Background: an optimization exercise with open tools, aiming at small area, a short achievable clock period and few clock cycles per item. Do not read the settings as production practice.
At most, simulation tests tie the RTL to the original design; equivalence was not proved.
No activity file was given, so power comes from the tool's default toggle rates.

// xarm_codec_a
module xarm_codec_a (
    input  wire        clk,
    input  wire        rst,
    input  wire        req_valid,
    output wire        req_ready,
    input  wire [7:0]  req_op,
    input  wire [7:0]  req_cmd,
    input  wire [7:0]  req_n,
    input  wire [7:0]  req_rxn,
    input  wire [15:0] req_dur,
    input  wire        in_valid,
    output wire        in_ready,
    input  wire [7:0]  in_data,
    output wire        out_valid,
    input  wire        out_ready,
    output wire [7:0]  out_data,
    output wire        out_last,
    output wire        resp_valid,
    input  wire        resp_ready,
    output wire [7:0]  resp_status,
    output wire [7:0]  resp_reason,
    output wire [15:0] resp_val
);
==> flow/config.mk <==
export PLATFORM = sky130hd
export DESIGN_NAME = xarm_codec_a
export DESIGN_NICKNAME = xarm_codec_a
export VERILOG_FILES = /design/flow/design.v
export SDC_FILE = /design/flow/constraint.sdc
export NUM_CORES = 4
export LEC_CHECK = 0
export CAP_MARGIN = 20
export CORE_MARGIN = 2
export CORE_UTILIZATION = 40
export CTS_BUF_LIST = sky130_fd_sc_hd__clkbuf_4 sky130_fd_sc_hd__clkbuf_8
export SETUP_SLACK_MARGIN = 4.2
export SLEW_MARGIN = 20
==> flow/constraint.sdc <==
create_clock -name core_clock -period 6.5 [get_ports {clk}]
set_input_delay 1.3000 -clock core_clock [delete_from_list [all_inputs] [get_ports {clk}]]
set_output_delay 1.3000 -clock core_clock [all_outputs]
set_load 0.01 [all_outputs]
standard.sh (not shown) runs the stock make flow with config.mk's settings and CLKGATE_MAP_FILE= SYNTH_SCRIPT=/design/flow/synth_recipe.tcl, a recipe that flattens the netlist after the stock synthesis.
==> flow/flow/run.sh <==
#!/bin/bash
# The standard layout, with plain buf_2 cells as the port buffers instead of
# the delay cells buffer_ports picks on its own.
set -euo pipefail
export BUFFER_PORTS_ARGS="-buffer_cell sky130_fd_sc_hd__buf_2"
bash standard.sh > standard_flow.log 2>&1
Testbench counts at the start, summed over its fixed seeds: cycles 160,886, items 3,200.
Rerun with:
--- a/flow/design.v
+++ b/flow/design.v
@@ -150,16 +150,18 @@
     wire [2:0] hlen = (opc == C_SETPOS) ? 3'd7 :
                       (opc == C_GETPOS || opc == C_STOP) ? 3'd5 : 3'd4;
     wire [6:0] pend = flen + 7'd2;
     wire o_idle  = (osm == O_IDLE);
     wire o_frame = (osm == O_FRAME);
     wire o_pos   = (osm == O_POS);
     wire o_pass  = (osm == O_PASS);
-    wire f_hdr = os_cur && (fidx < {3'b000, hlen});
-    wire f_pay = os_cur && !f_hdr && ({1'b0, fidx} < pend);
+    reg        f_hdr, f_pay;
+    wire [6:0] fidx1w = {1'b0, fidx} + 7'd1;
+    wire       hdr_nx = os_cur && (fidx1w < {4'b0000, hlen});
+    wire       pay_nx = os_cur && (fidx1w >= {4'b0000, hlen}) && (fidx1w < pend);
     reg [7:0] hdr_byte;
     always @(*) begin
         case (fidx[2:0])
             3'd0, 3'd1: hdr_byte = SIG;
             3'd2:       hdr_byte = {1'b0, flen};
             3'd3:       hdr_byte = cmd;
             3'd4:       hdr_byte = n;
@@ -317,19 +319,17 @@
         od_n = ld ? ld_d : od;
         ol_n = ld ? ld_l : ol;
     end
     wire [2:0] c = frame_post ? R_OK : m_rx ? outcome(sig_nx, cmd_nx) : outcome(sig_ok, cmd_ok);
     wire resp_v_n   = frame_post || post_main || (resp_v && !resp_ready);
     wire rv_hold_n  = post_main ? is_decbatt : frame_post ? 1'b0 : rv_hold;
     wire       guard    = !(resp_v && rv_hold);
-    wire       pay_cur  = (fidx >= {3'b000, hlen}) && ({1'b0, fidx} < pend);
-    wire       pay_nxt  = (fidx1 >= {3'b000, hlen}) && ({1'b0, fidx1} < pend) && (fidx != 6'd63);
     wire       erun_keep = (mst == M_ERUN) && !enc_done;
     wire       ld_frame = ofree && (f_hdr || !f_pay || src_v);
-    wire       ir_erun  = erun_keep && (ld_frame ? pay_nxt : (pay_cur && !skv && !pass_fire));
+    wire       ir_erun  = erun_keep && (ld_frame ? pay_nx : (f_pay && !skv && !pass_fire));
     wire [7:0] reload   = is_decpos ? rxn : n;
     wire       ir_drain = (mst == M_DRAIN) &&
                           ((j == 8'd0) ? ((rpt != 2'd0) && (reload != 8'd0)) : (!in_fire || (j != 8'd1)));
     wire       ir_dec   = (mst == M_DEC) && guard && opok && !c_drain && !c_enc &&
                           ((opc == C_DECPOS) || (pre != R_NR));
     wire       ir_ids   = (mst == M_IDS) && guard && (!(in_fire && k_last) || (pre != R_NR));
     wire       dw_a     = is_dec && pre_ok && !lbad && sig_ok && cmd_ok &&
@@ -342,14 +342,16 @@
         if (rst) begin
             mst       <= M_IDLE;
             osm       <= O_IDLE;
             pdone     <= 1'b0;
             os_cur    <= 1'b0;
             pos_todo  <= 1'b0;
             pass_todo <= 1'b0;
+            f_hdr     <= 1'b0;
+            f_pay     <= 1'b0;
             ov        <= 1'b0;
             skv       <= 1'b0;
             ir        <= 1'b0;
             rr        <= 1'b1;
             resp_v    <= 1'b0;
         end else begin
             mst       <= mst_n;
@@ -359,14 +361,21 @@
             ov        <= ov_n;
             skv       <= skv_n;
             ir        <= ir_n;
             rr        <= (mst_n == M_IDLE);
             resp_v    <= resp_v_n;
             pos_todo  <= pos_start ? 1'b0 : (pos_trig  ? 1'b1 : pos_todo);
             pass_todo <= pass_start ? 1'b0 : (pass_trig ? 1'b1 : pass_todo);
+            if (frame_start) begin
+                f_hdr <= 1'b1;
+                f_pay <= 1'b0;
+            end else if (ld && o_frame) begin
+                f_hdr <= hdr_nx;
+                f_pay <= pay_nx;
+            end
         end
     end
     always @(posedge clk) begin
         j       <= j_n;
         dec_win <= dec_win_n;
         fidx    <= fidx_n;
         od      <= od_n;
Outcome: Routed wire length went down slightly; setup slack is worse by 0.16 ns; clock skew went down by 0.015 ns; power went down by a few percent; global-route usage went up by 0.26 points; fmax went down by a few percent; area after synthesis went down slightly; register-to-register slack is worse by 0.16 ns; design area went down by a few percent.
The RTL of the second run of this note was laid out without a check of its function.

RTL: one of the versions met above, not the one the previous note started from.
Size: ~1,600 cells after synthesis, roughly 430 flip-flops, about 21,000 µm² of cells after synthesis.
clock: 6.5 ns
lec_check: 0
cap_margin: 20
core_margin: 2
core_utilization: 40
cts_buf_list: sky130_fd_sc_hd__clkbuf_4 sky130_fd_sc_hd__clkbuf_8
setup_slack_margin: 3.9
slew_margin: 20
Scripts as last shown in full above: flow/flow/run.sh
Change:
--- a/flow/design.v
+++ b/flow/design.v
@@ -145,28 +145,26 @@
     wire       pre_ok  = (pre == R_OK);
     wire       dec_ok  = pre_ok && !lbad && sig_ok && cmd_ok;
     wire k_lt_n   = (kr != 5'd0);
     wire trip     = is_decpos && (j >= 8'd5) && k_lt_n;
     wire k_last   = (kr == 5'd1);
     wire [2:0] hlen = (opc == C_SETPOS) ? 3'd7 :
                       (opc == C_GETPOS || opc == C_STOP) ? 3'd5 : 3'd4;
     wire [6:0] pend = flen + 7'd2;
     wire o_idle  = (osm == O_IDLE);
     wire o_frame = (osm == O_FRAME);
     wire o_pos   = (osm == O_POS);
     wire o_pass  = (osm == O_PASS);
-    reg        f_hdr, f_pay;
-    wire [6:0] fidx1w = {1'b0, fidx} + 7'd1;
-    wire       hdr_nx = os_cur && (fidx1w < {4'b0000, hlen});
-    wire       pay_nx = os_cur && (fidx1w >= {4'b0000, hlen}) && (fidx1w < pend);
+    wire f_hdr = os_cur && (fidx < {3'b000, hlen});
+    wire f_pay = os_cur && !f_hdr && ({1'b0, fidx} < pend);
     reg [7:0] hdr_byte;
     always @(*) begin
         case (fidx[2:0])
             3'd0, 3'd1: hdr_byte = SIG;
             3'd2:       hdr_byte = {1'b0, flen};
             3'd3:       hdr_byte = cmd;
             3'd4:       hdr_byte = n;
             3'd5:       hdr_byte = lbuf[17];
             default:    hdr_byte = lbuf[18];
         endcase
     end
     wire [5:0] fidx1 = fidx + 6'd1;
@@ -314,73 +312,66 @@
             end
         end
         if (pass_fire && !ofree)
             skv_n = 1'b1;
         ov_n = ld ? 1'b1 : (out_ready ? 1'b0 : ov);
         od_n = ld ? ld_d : od;
         ol_n = ld ? ld_l : ol;
     end
     wire [2:0] c = frame_post ? R_OK : m_rx ? outcome(sig_nx, cmd_nx) : outcome(sig_ok, cmd_ok);
     wire resp_v_n   = frame_post || post_main || (resp_v && !resp_ready);
     wire rv_hold_n  = post_main ? is_decbatt : frame_post ? 1'b0 : rv_hold;
     wire       guard    = !(resp_v && rv_hold);
+    wire       pay_cur  = (fidx >= {3'b000, hlen}) && ({1'b0, fidx} < pend);
+    wire       pay_nxt  = (fidx1 >= {3'b000, hlen}) && ({1'b0, fidx1} < pend) && (fidx != 6'd63);
     wire       erun_keep = (mst == M_ERUN) && !enc_done;
     wire       ld_frame = ofree && (f_hdr || !f_pay || src_v);
-    wire       ir_erun  = erun_keep && (ld_frame ? pay_nx : (f_pay && !skv && !pass_fire));
+    wire       ir_erun  = erun_keep && (ld_frame ? pay_nxt : (pay_cur && !skv && !pass_fire));
     wire [7:0] reload   = is_decpos ? rxn : n;
     wire       ir_drain = (mst == M_DRAIN) &&
                           ((j == 8'd0) ? ((rpt != 2'd0) && (reload != 8'd0)) : (!in_fire || (j != 8'd1)));
     wire       ir_dec   = (mst == M_DEC) && guard && opok && !c_drain && !c_enc &&
                           ((opc == C_DECPOS) || (pre != R_NR));
     wire       ir_ids   = (mst == M_IDS) && guard && (!(in_fire && k_last) || (pre != R_NR));
     wire       dw_a     = is_dec && pre_ok && !lbad && sig_ok && cmd_ok &&
                           (j1 >= 8'd4) && (j1 < n + 8'd4);
     wire       dwin_n   = in_fire ? (dw_a && !((j == 8'd3) && (in_data != cmd))) : dec_win;
     wire       pass_n   = pass_start || (o_pass && !(pdone && olast_fire));
     wire       ir_rx    = m_rx && guard && !(in_fire && rx_last) && (!dwin_n || (pass_n && !skv_n));
     wire       ir_n     = ir_erun || ir_drain || ir_dec || ir_ids || ir_rx;
     always @(posedge clk) begin
         if (rst) begin
             mst       <= M_IDLE;
             osm       <= O_IDLE;
             pdone     <= 1'b0;
             os_cur    <= 1'b0;
             pos_todo  <= 1'b0;
             pass_todo <= 1'b0;
-            f_hdr     <= 1'b0;
-            f_pay     <= 1'b0;
             ov        <= 1'b0;
             skv       <= 1'b0;
             ir        <= 1'b0;
             rr        <= 1'b1;
             resp_v    <= 1'b0;
         end else begin
             mst       <= mst_n;
             osm       <= osm_n;
             pdone     <= pdone_n;
             os_cur    <= os_cur_n;
             ov        <= ov_n;
             skv       <= skv_n;
             ir        <= ir_n;
             rr        <= (mst_n == M_IDLE);
             resp_v    <= resp_v_n;
             pos_todo  <= pos_start ? 1'b0 : (pos_trig  ? 1'b1 : pos_todo);
             pass_todo <= pass_start ? 1'b0 : (pass_trig ? 1'b1 : pass_todo);
-            if (frame_start) begin
-                f_hdr <= 1'b1;
-                f_pay <= 1'b0;
-            end else if (ld && o_frame) begin
-                f_hdr <= hdr_nx;
-                f_pay <= pay_nx;
-            end
         end
     end
     always @(posedge clk) begin
         j       <= j_n;
         dec_win <= dec_win_n;
         fidx    <= fidx_n;
         od      <= od_n;
         ol      <= ol_n;
         rv_hold <= rv_hold_n;
         if (pass_fire && !ofree)
             skd <= in_data;
         if (frame_post || post_main) begin
The changed run produced a clean layout.
Hold slack improved by 0.030 ns.
Final area rises by 1.7%.
Routed wire length falls by about 2.5%.
Setup slack improved by 0.11 ns.
Sequential power is about the same.
Fmax rises by 4.0%.
Non-clock buffer count rises by 13.
Global-route usage falls by 0.57 points.
Testbench counts after the change, summed over its fixed seeds: cycles 160,886, items 3,200.
For the first run of this note, only the layout was checked, not whether the RTL still works.

## afterwards: timing with drivers on the ports
In the flow no input, the clock included, has a driving cell. The finished layouts below were timed again as built, in two steps.
Step 1 assumes that a clkbuf_16 drives the clock port and a buf_2 every other input.
Step 2 also shifts input and output timing later by t, the mid clock arrival at the registers, as if the neighbouring blocks saw the same clock.
Slacks: no drivers / after step 1 / after step 2; pairs: no drivers / after step 1.
| run | shift t [ns] | slack for setup (ns) | latest minus earliest clock arrival (ns) | pins driven straight from the clock port |
|---|---|---|---|---|
| the first run of note 1 | 0.698 | 3.778 / 3.778 / 3.169 | 0.043 / 0.042 | 1 |
| the second run of note 1 | 0.716 | 3.614 / 3.614 / 2.934 | 0.031 / 0.031 | 1 |
| the first run of note 2 | 0.707 | 3.622 / 3.637 / 2.948 | 0.042 / 0.043 | 1 |
| the second run of note 2 | 0.690 | 3.732 / 3.732 / 3.218 | 0.031 / 0.031 | 1 |
After both steps every run listed still meets setup and hold. For the second run of note 1, which loses most, drivers alone change the setup slack by 0.000 ns; drivers and shift together by -0.680 ns.
